Background: an optimization exercise with open tools, aiming at small area. Do not read the settings as production practice.
The RTL was checked by simulation tests, not by an equivalence proof against the original design.
Power and IR drop assume default switching activity.

==> inputs of v8 <==
==> flow/design.v (excerpt) <==
module sd_rx (
    input  wire        clk,
    input  wire        rst,           
    input  wire [2:0]  cfg_flog2,     
    input  wire [15:0] cfg_decim,     
    input  wire [15:0] cfg_sps,       
    input  wire [7:0]  cfg_minpre,    
    input  wire [7:0]  cfg_maxerr,    
    input  wire [31:0] cfg_thresh,    
    input  wire        cfg_policy,    
    input  wire        in_valid,
    input  wire [15:0] in_i,
    input  wire [15:0] in_q,
    output reg         mag_valid,
    output reg  [31:0] mag,
    output wire        pkt_valid,
    output wire [79:0] pkt
);
    wire signed [15:0] get_i;
    wire signed [15:0] get_q;
    wire put = in_valid;
    reg  [2:0] flog2;
    always @(posedge clk)
        flog2 <= cfg_flog2;
    reg  [5:0] fill;
    always @(posedge clk) begin
        if (rst)
            fill <= 6'd0;
        else if (put && !fill[5])
            fill <= fill + 6'd1;
    end
    reg old_ok;
    always @(*) begin
        case (flog2)
            3'd0:    old_ok = |fill;
            3'd1:    old_ok = |fill[5:1];
            3'd2:    old_ok = |fill[5:2];
            3'd3:    old_ok = |fill[5:3];
            3'd4:    old_ok = |fill[5:4];
            default: old_ok = fill[5];
        endcase
    end
    sd_filter_ch u_fi (
  ...
clock: 13.0 ns
lec_check: 0
cap_margin: 20
core_margin: 2
core_utilization: 40
place_density: 0.6
slew_margin: 20
run.sh (not shown) runs the stock make flow with config.mk's settings and CLKGATE_MAP_FILE= SYNTH_SCRIPT=/design/flow/synth_recipe.tcl, a recipe that flattens the netlist after the stock synthesis.
==> v1 (differences from v8) <==
Settings changed: CORE_UTILIZATION 40 to 65, CTS_BUF_LIST set to sky130_fd_sc_hd__clkbuf_8, PLACE_DENSITY 0.6 to 0.78.
==> comparison table <==
| quantity | v1 | v8 |
|---|---|---|
| Run status | complete, no violations | complete, no violations |
| Crit path launch | flog2[0] | flog2[1] |
| Comb pwr share | 41.9% | 40.9% |
| Power dissipated in combinational cells | 0.00619 W | 0.00631 W |
| Levels on crit path | 41 | 39 |
| Reg2reg path depth | 41 | 39 |
| Combined area of the multi-input logic cells | 0.0149 sq mm | 0.0149 sq mm |
| Share of the core filled with cells | 75.2% | 47.0% |
| Placed Area | 0.0592 sq mm | 0.0600 sq mm |
| Largest fanout on the critical path | 16 | 12 |
| Clock buffer cells | 205 | 168 |
| P_clk | 0.00326 W | 0.00382 W |
| Net count of the finished layout | 4362 | 4304 |

* * *

==> build 86: inputs <==
sd_rx, a different RTL version from the one above (not shown whole).
export LEC_CHECK = 0
export CAP_MARGIN = 20
export CORE_MARGIN = 2
export CORE_UTILIZATION = 40
export PLACE_DENSITY = 0.6
export SLEW_MARGIN = 20
create_clock -name core_clock -period 13.0 [get_ports {clk}]
standard.sh (not shown) runs the stock make flow with config.mk's settings and CLKGATE_MAP_FILE= SYNTH_SCRIPT=/design/flow/synth_recipe.tcl, a recipe that flattens the netlist after the stock synthesis.
==> flow/flow/run.sh <==
#!/bin/bash
# Own layout flow: the standard synthesis, then a netlist pass that
# removes inverters around full adders (flow/fa_polarity.py), then the standard flow's
# standard layout with smaller port buffers and a clock tree of clkbuf_8
# without dummy loads, and the global-route step's power recovery (which
# downsizes cells off the critical paths). Each tool's output goes to a log
# file here.
set -euo pipefail
here=$(pwd)
res=$here/orfs/results/$FLOW_PLATFORM/sd_rx/base

bash standard.sh synth > "$here/1_synth.log" 2>&1

python3 flow/fa_polarity.py "$res/1_2_yosys.v" "$res/1_2_yosys.pol.v" > "$here/1_fa_polarity.log" 2>&1
cp "$res/1_2_yosys.v" "$res/1_2_yosys.std.v"
mv "$res/1_2_yosys.pol.v" "$res/1_2_yosys.v"
rm -f "$res/1_synth.odb" "$res/1_synth.sdc"
bash standard.sh synth > "$here/1_synth_odb.log" 2>&1

bash standard.sh \
    "BUFFER_PORTS_ARGS=-buffer_cell sky130_fd_sc_hd__buf_1" \
    "RECOVER_POWER=100" \
    "CTS_ARGS=-sink_clustering_enable -repair_clock_nets -buf_list sky130_fd_sc_hd__clkbuf_8 -sink_clustering_size 16 -sink_clustering_max_diameter 60 -dont_use_dummy_load" \
    finish > "$here/2_layout.log" 2>&1
Other scripts of this flow, unchanged in this note and not shown: flow/flow/fa_polarity.py
==> inputs of build 50, as changes to build 86 <==
--- a/flow/design.v
+++ b/flow/design.v
@@ -1275,18 +1275,18 @@
     assign c718 = (s657 & c656) | (s657 & c716) | (c656 & c716);
     wire s719, c720;
     assign s719 = s659 ^ c658 ^ c718;
     assign c720 = (s659 & c658) | (s659 & c718) | (c658 & c718);
     wire s721, c722;
     assign s721 = s661 ^ c660 ^ c720;
     assign c722 = (s661 & c660) | (s661 & c720) | (c660 & c720);
     wire s723, c724;
-    assign s723 = s663 ^ c662 ^ c722;
-    assign c724 = (s663 & c662) | (s663 & c722) | (c662 & c722);
+    assign s723 = s663 ^ c662;
+    assign c724 = s663 & c662;
     wire s725, c726;
     assign s725 = s665 ^ c664 ^ c724;
     assign c726 = (s665 & c664) | (s665 & c724) | (c664 & c724);
     wire s727, c728;
     assign s727 = s667 ^ c666 ^ c726;
     assign c728 = (s667 & c666) | (s667 & c726) | (c666 & c726);
     wire s729, c730;
     assign s729 = s669 ^ c668 ^ c728;
@@ -1322,10 +1322,41 @@
     assign s749 = s689 ^ c688 ^ c748;
     assign c750 = (s689 & c688) | (s689 & c748) | (c688 & c748);
     wire s751, c752;
     assign s751 = s691 ^ c690 ^ c750;
     assign c752 = (s691 & c690) | (s691 & c750) | (c690 & c750);
     wire s753, c754;
     assign s753 = c634 ^ c692 ^ c752;
     assign c754 = (c634 & c692) | (c634 & c752) | (c692 & c752);
-    assign m = {s753, s751, s749, s747, s745, s743, s741, s739, s737, s735, s733, s731, s729, s727, s725, s723, s721, s719, s717, s715, s713, s711, s709, s707, s705, s703, s701, s699, s697, s695, c694, s693};
+    wire i755 = s723 ^ c722;
+    wire r756 = s723 & c722;
+    wire i757 = s725 ^ r756;
+    wire r758 = s725 & r756;
+    wire i759 = s727 ^ r758;
+    wire r760 = s727 & r758;
+    wire i761 = s729 ^ r760;
+    wire r762 = s729 & r760;
+    wire i763 = s731 ^ r762;
+    wire r764 = s731 & r762;
+    wire i765 = s733 ^ r764;
+    wire r766 = s733 & r764;
+    wire i767 = s735 ^ r766;
+    wire r768 = s735 & r766;
+    wire i769 = s737 ^ r768;
+    wire r770 = s737 & r768;
+    wire i771 = s739 ^ r770;
+    wire r772 = s739 & r770;
+    wire i773 = s741 ^ r772;
+    wire r774 = s741 & r772;
+    wire i775 = s743 ^ r774;
+    wire r776 = s743 & r774;
+    wire i777 = s745 ^ r776;
+    wire r778 = s745 & r776;
+    wire i779 = s747 ^ r778;
+    wire r780 = s747 & r778;
+    wire i781 = s749 ^ r780;
+    wire r782 = s749 & r780;
+    wire i783 = s751 ^ r782;
+    wire r784 = s751 & r782;
+    wire i785 = s753 ^ r784;
+    assign m = {i785, i783, i781, i779, i777, i775, i773, i771, i769, i767, i765, i763, i761, i759, i757, i755, s721, s719, s717, s715, s713, s711, s709, s707, s705, s703, s701, s699, s697, s695, c694, s693};
 endmodule
==> flow/flow/run.sh (replaced) <==
#!/bin/bash
# Own layout flow: the standard synthesis, then a netlist pass that
# removes inverters around full adders (flow/fa_polarity.py), then the standard flow's
# standard layout with smaller port buffers and a clock tree of clkbuf_8
# without dummy loads. Each tool's output goes to a log file here.
set -euo pipefail
here=$(pwd)
res=$here/orfs/results/$FLOW_PLATFORM/sd_rx/base

bash standard.sh synth > "$here/1_synth.log" 2>&1

python3 flow/fa_polarity.py "$res/1_2_yosys.v" "$res/1_2_yosys.pol.v" > "$here/1_fa_polarity.log" 2>&1
cp "$res/1_2_yosys.v" "$res/1_2_yosys.std.v"
mv "$res/1_2_yosys.pol.v" "$res/1_2_yosys.v"
rm -f "$res/1_synth.odb" "$res/1_synth.sdc"
bash standard.sh synth > "$here/1_synth_odb.log" 2>&1

bash standard.sh \
    "BUFFER_PORTS_ARGS=-buffer_cell sky130_fd_sc_hd__buf_1" \
    "CTS_ARGS=-sink_clustering_enable -repair_clock_nets -buf_list sky130_fd_sc_hd__clkbuf_8 -sink_clustering_size 16 -sink_clustering_max_diameter 60 -dont_use_dummy_load" \
    finish > "$here/2_layout.log" 2>&1
==> inputs of trial 52, as changes to build 86 <==
--- a/flow/design.v
+++ b/flow/design.v
@@ -69,22 +69,23 @@
     input  wire [31:0] thresh,
     input  wire [15:0] sps,
     input  wire [7:0]  minpre,
     input  wire [7:0]  maxerr,
     input  wire        policy,       
     output wire        delivered,
     output wire [79:0] pkt
 );
-    localparam ST_SEARCH = 2'd0;
-    localparam ST_LOCK0  = 2'd1;     
-    localparam ST_LOCK1  = 2'd2;     
-    localparam ST_DECODE = 2'd3;
-    reg  [1:0]   st;
-    reg          armed;
+    localparam ST_SEARCH = 3'd0;     
+    localparam ST_ARMED  = 3'd4;     
+    localparam ST_LOCK0  = 3'd1;     
+    localparam ST_LOCK1  = 3'd2;     
+    localparam ST_DECODE = 3'd3;
+    reg  [2:0]   st;
+    wire         armed = st[2];
     reg          prev;
     reg  [16:0]  ec;         
     reg  [7:0]   cc;         
     reg  [79:0]  ra, rb;
     reg          ptr;        
     reg          hold_valid;
     reg          ok;         
     reg          match;      
@@ -131,17 +132,17 @@
             end else begin
                 ok <= ok && (lvl != new0);
             end
         end
     end
     always @(posedge clk) begin
         if (feed) begin
             case (st)
-            ST_SEARCH:
+            ST_SEARCH, ST_ARMED:
                 if (!armed || edge_seen)
                     ec <= 17'd1;
                 else
                     ec <= ec_next;
             ST_LOCK0:
                 if (edge_seen)
                     ec <= 17'd1;
                 else if (timed_out)
@@ -154,76 +155,73 @@
                 else
                     ec <= ec_next;
             endcase
         end
     end
     always @(posedge clk) begin
         if (rst) begin
             st         <= ST_SEARCH;
-            armed      <= 1'b0;
             prev       <= 1'b0;
             cc         <= 8'd0;
             ptr        <= 1'b0;
             hold_valid <= 1'b0;
         end else if (feed) begin
             case (st)
             ST_SEARCH: begin
-                if (!armed) begin
-                    if (edge_seen)
-                        armed <= 1'b1;
-                end else if (edge_seen) begin
+                if (edge_seen)
+                    st <= ST_ARMED;
+            end
+            ST_ARMED: begin
+                if (edge_seen) begin
                     if (on_cadence) begin
                         cc <= cc_next;
                         if (cc_next == minpre)
                             st <= ST_LOCK0;
                     end else begin
                         cc <= 8'd0;
                     end
                 end else if (timed_out) begin
-                    cc    <= 8'd0;
-                    armed <= 1'b0;
+                    cc <= 8'd0;
+                    st <= ST_SEARCH;
                 end
             end
             ST_LOCK0: begin
                 if (edge_seen) begin
                     if (!on_cadence) begin
-                        st    <= ST_SEARCH;
+                        st    <= ST_ARMED;
                         cc    <= 8'd0;
-                        armed <= 1'b1;
                     end
                 end else if (timed_out) begin
                     if (!lvl) begin
                         st <= ST_LOCK1;
                     end else begin
                         st    <= ST_SEARCH;
                         cc    <= 8'd0;
-                        armed <= 1'b0;
                     end
                 end
             end
             ST_LOCK1: begin
                 if (first) begin
                     st <= ST_DECODE;
                     cc <= 8'd1;
                 end
             end
-            default: begin   
+            ST_DECODE: begin
                 if (boundary) begin
                     if (last) begin
                         if (valid_pkt && policy) begin
                             if (hold_valid && match) begin
                                 hold_valid <= 1'b0;
                             end else begin
                                 hold_valid <= 1'b1;
                                 ptr        <= !ptr;
                             end
                         end
                         st    <= ST_SEARCH;
-                        armed <= 1'b0;
                         cc    <= 8'd0;
                     end else begin
                         cc <= cc_next;
                     end
                 end
             end
             endcase
             prev <= lvl;
@@ -1275,18 +1273,18 @@
     assign c718 = (s657 & c656) | (s657 & c716) | (c656 & c716);
     wire s719, c720;
     assign s719 = s659 ^ c658 ^ c718;
     assign c720 = (s659 & c658) | (s659 & c718) | (c658 & c718);
     wire s721, c722;
     assign s721 = s661 ^ c660 ^ c720;
     assign c722 = (s661 & c660) | (s661 & c720) | (c660 & c720);
     wire s723, c724;
-    assign s723 = s663 ^ c662 ^ c722;
-    assign c724 = (s663 & c662) | (s663 & c722) | (c662 & c722);
+    assign s723 = s663 ^ c662;
+    assign c724 = s663 & c662;
     wire s725, c726;
     assign s725 = s665 ^ c664 ^ c724;
     assign c726 = (s665 & c664) | (s665 & c724) | (c664 & c724);
     wire s727, c728;
     assign s727 = s667 ^ c666 ^ c726;
     assign c728 = (s667 & c666) | (s667 & c726) | (c666 & c726);
     wire s729, c730;
     assign s729 = s669 ^ c668 ^ c728;
@@ -1322,10 +1320,41 @@
     assign s749 = s689 ^ c688 ^ c748;
     assign c750 = (s689 & c688) | (s689 & c748) | (c688 & c748);
     wire s751, c752;
     assign s751 = s691 ^ c690 ^ c750;
     assign c752 = (s691 & c690) | (s691 & c750) | (c690 & c750);
     wire s753, c754;
     assign s753 = c634 ^ c692 ^ c752;
     assign c754 = (c634 & c692) | (c634 & c752) | (c692 & c752);
-    assign m = {s753, s751, s749, s747, s745, s743, s741, s739, s737, s735, s733, s731, s729, s727, s725, s723, s721, s719, s717, s715, s713, s711, s709, s707, s705, s703, s701, s699, s697, s695, c694, s693};
+    wire i755 = s723 ^ c722;
+    wire r756 = s723 & c722;
+    wire i757 = s725 ^ r756;
+    wire r758 = s725 & r756;
+    wire i759 = s727 ^ r758;
+    wire r760 = s727 & r758;
+    wire i761 = s729 ^ r760;
+    wire r762 = s729 & r760;
+    wire i763 = s731 ^ r762;
+    wire r764 = s731 & r762;
+    wire i765 = s733 ^ r764;
+    wire r766 = s733 & r764;
+    wire i767 = s735 ^ r766;
+    wire r768 = s735 & r766;
+    wire i769 = s737 ^ r768;
+    wire r770 = s737 & r768;
+    wire i771 = s739 ^ r770;
+    wire r772 = s739 & r770;
+    wire i773 = s741 ^ r772;
+    wire r774 = s741 & r772;
+    wire i775 = s743 ^ r774;
+    wire r776 = s743 & r774;
+    wire i777 = s745 ^ r776;
+    wire r778 = s745 & r776;
+    wire i779 = s747 ^ r778;
+    wire r780 = s747 & r778;
+    wire i781 = s749 ^ r780;
+    wire r782 = s749 & r780;
+    wire i783 = s751 ^ r782;
+    wire r784 = s751 & r782;
+    wire i785 = s753 ^ r784;
+    assign m = {i785, i783, i781, i779, i777, i775, i773, i771, i769, i767, i765, i763, i761, i759, i757, i755, s721, s719, s717, s715, s713, s711, s709, s707, s705, s703, s701, s699, s697, s695, c694, s693};
 endmodule
==> flow/flow/run.sh (replaced) <==
#!/bin/bash
# Own layout flow: the standard synthesis, then a netlist pass that
# removes inverters around full adders (flow/fa_polarity.py), then the standard flow's
# standard layout with smaller port buffers and a clock tree of clkbuf_8
# without dummy loads. Each tool's output goes to a log file here.
set -euo pipefail
here=$(pwd)
res=$here/orfs/results/$FLOW_PLATFORM/sd_rx/base

bash standard.sh synth > "$here/1_synth.log" 2>&1

python3 flow/fa_polarity.py "$res/1_2_yosys.v" "$res/1_2_yosys.pol.v" > "$here/1_fa_polarity.log" 2>&1
cp "$res/1_2_yosys.v" "$res/1_2_yosys.std.v"
mv "$res/1_2_yosys.pol.v" "$res/1_2_yosys.v"
rm -f "$res/1_synth.odb" "$res/1_synth.sdc"
bash standard.sh synth > "$here/1_synth_odb.log" 2>&1

bash standard.sh \
    "BUFFER_PORTS_ARGS=-buffer_cell sky130_fd_sc_hd__buf_1" \
    "CTS_ARGS=-sink_clustering_enable -repair_clock_nets -buf_list sky130_fd_sc_hd__clkbuf_8 -sink_clustering_size 16 -sink_clustering_max_diameter 60 -dont_use_dummy_load" \
    finish > "$here/2_layout.log" 2>&1
Settings changed: CORE_UTILIZATION 40 to 55, PLACE_DENSITY 0.6 to 0.7.
==> out/results.ini <==
[status]
status=no timing/DRC/antenna violations

[global_routing]
grt_util_met1=0.3227

[placement]
dp.cells=4500

[setup_path]
setup.worst_path.start=flog2[2]
arrival_ns=12.73

[flow_run]
cap_violations=0

[power]
power_leader=combinational logic

[floorplan]
num_rows=114

[final_layout]
multi_input_area_um2=14280
fin_nets=3826

[cts]
cts_inserted_buffers=103

That was trial 52.
==> out/results.ini <==
[power]
power_leader=registers
switching_share=0.3374
p_comb_mw=4.48

[final_layout]
multiInputCombCellCount=1495
fin_nets=3867
multi_input_area_um2=14260
reg_top3=u_fi.hist x512, u_fq.hist x512

[placement]
dp.cells=5032

[setup_path]
setup.worst_path.start=flog2[1]
r2r_setup_slack_ns=0.66
arrival_ns=13.00

[flow_run]
cap_violations=0

[logic_synthesis]
syn_inst=3061

[global_routing]
grt_start_max_net_pins=162
grt_util_met1=0.2251

[timing]
rsz0062_at_grt=no

[floorplan]
num_rows=134

[status]
status=no timing/DRC/antenna violations

[cts]
cts_inserted_buffers=104

That was build 50.
==> out/results.ini <==
[status]
status=failed layout checks
violations=max-capacitance violations, max-slew violations

[placement]
dp.cells=5096

[floorplan]
die_w_um=369.5
floorplan.initialDensity=0.4018
num_rows=134

[final_layout]
fin_nets=3921
multi_input_area_um2=14060

[setup_path]
setup.worst_path.start=flog2[1]
crit_path_top_delay_cell=mux4_2

[flow_run]
cap_violations=12

[power]
power_leader=registers
power_mw=12.44

[global_routing]
grt_util_met1=0.2223

[timing]
maxSlewViolCount=997

[logic_synthesis]
avgSynthCellArea_um2=17.50

That was build 86.

[separate check: timing with driven ports]
Ports are ideal in the flow. The routed layouts listed here were re-timed in OpenROAD.
Step 1: set_driving_cell puts a clkbuf_16 on clk and a buf_2 on each other input, an assumption about the parent block.
Step 2 also shifts input and output timing later by t, the mid clock arrival at the registers, as if the neighbouring blocks saw the same clock.
Slacks: no drivers / after step 1 / after step 2; pairs: no drivers / after step 1.
run	t (ns)	setup slack, ns	clock arrival spread, ns	worst slew at a driven data input, ns	pins driven straight from the clock port
v8	0.827	0.439 / 0.439 / 0.439	0.055 / 0.056	0.11	1
v1	0.917	0.471 / 0.471 / 0.471	0.041 / 0.041	0.11	1
build 86	0.871	0.394 / 0.394 / 0.322	0.129 / 0.129	0.14	1
build 50	0.837	0.655 / 0.655 / 0.655	0.152 / 0.151	0.15	1
trial 52	0.788	0.944 / 0.944 / 0.944	0.131 / 0.132	0.10	1
The setup slack of build 86, which loses most, moves by 0.000 ns with the drivers and by -0.072 ns with both steps.
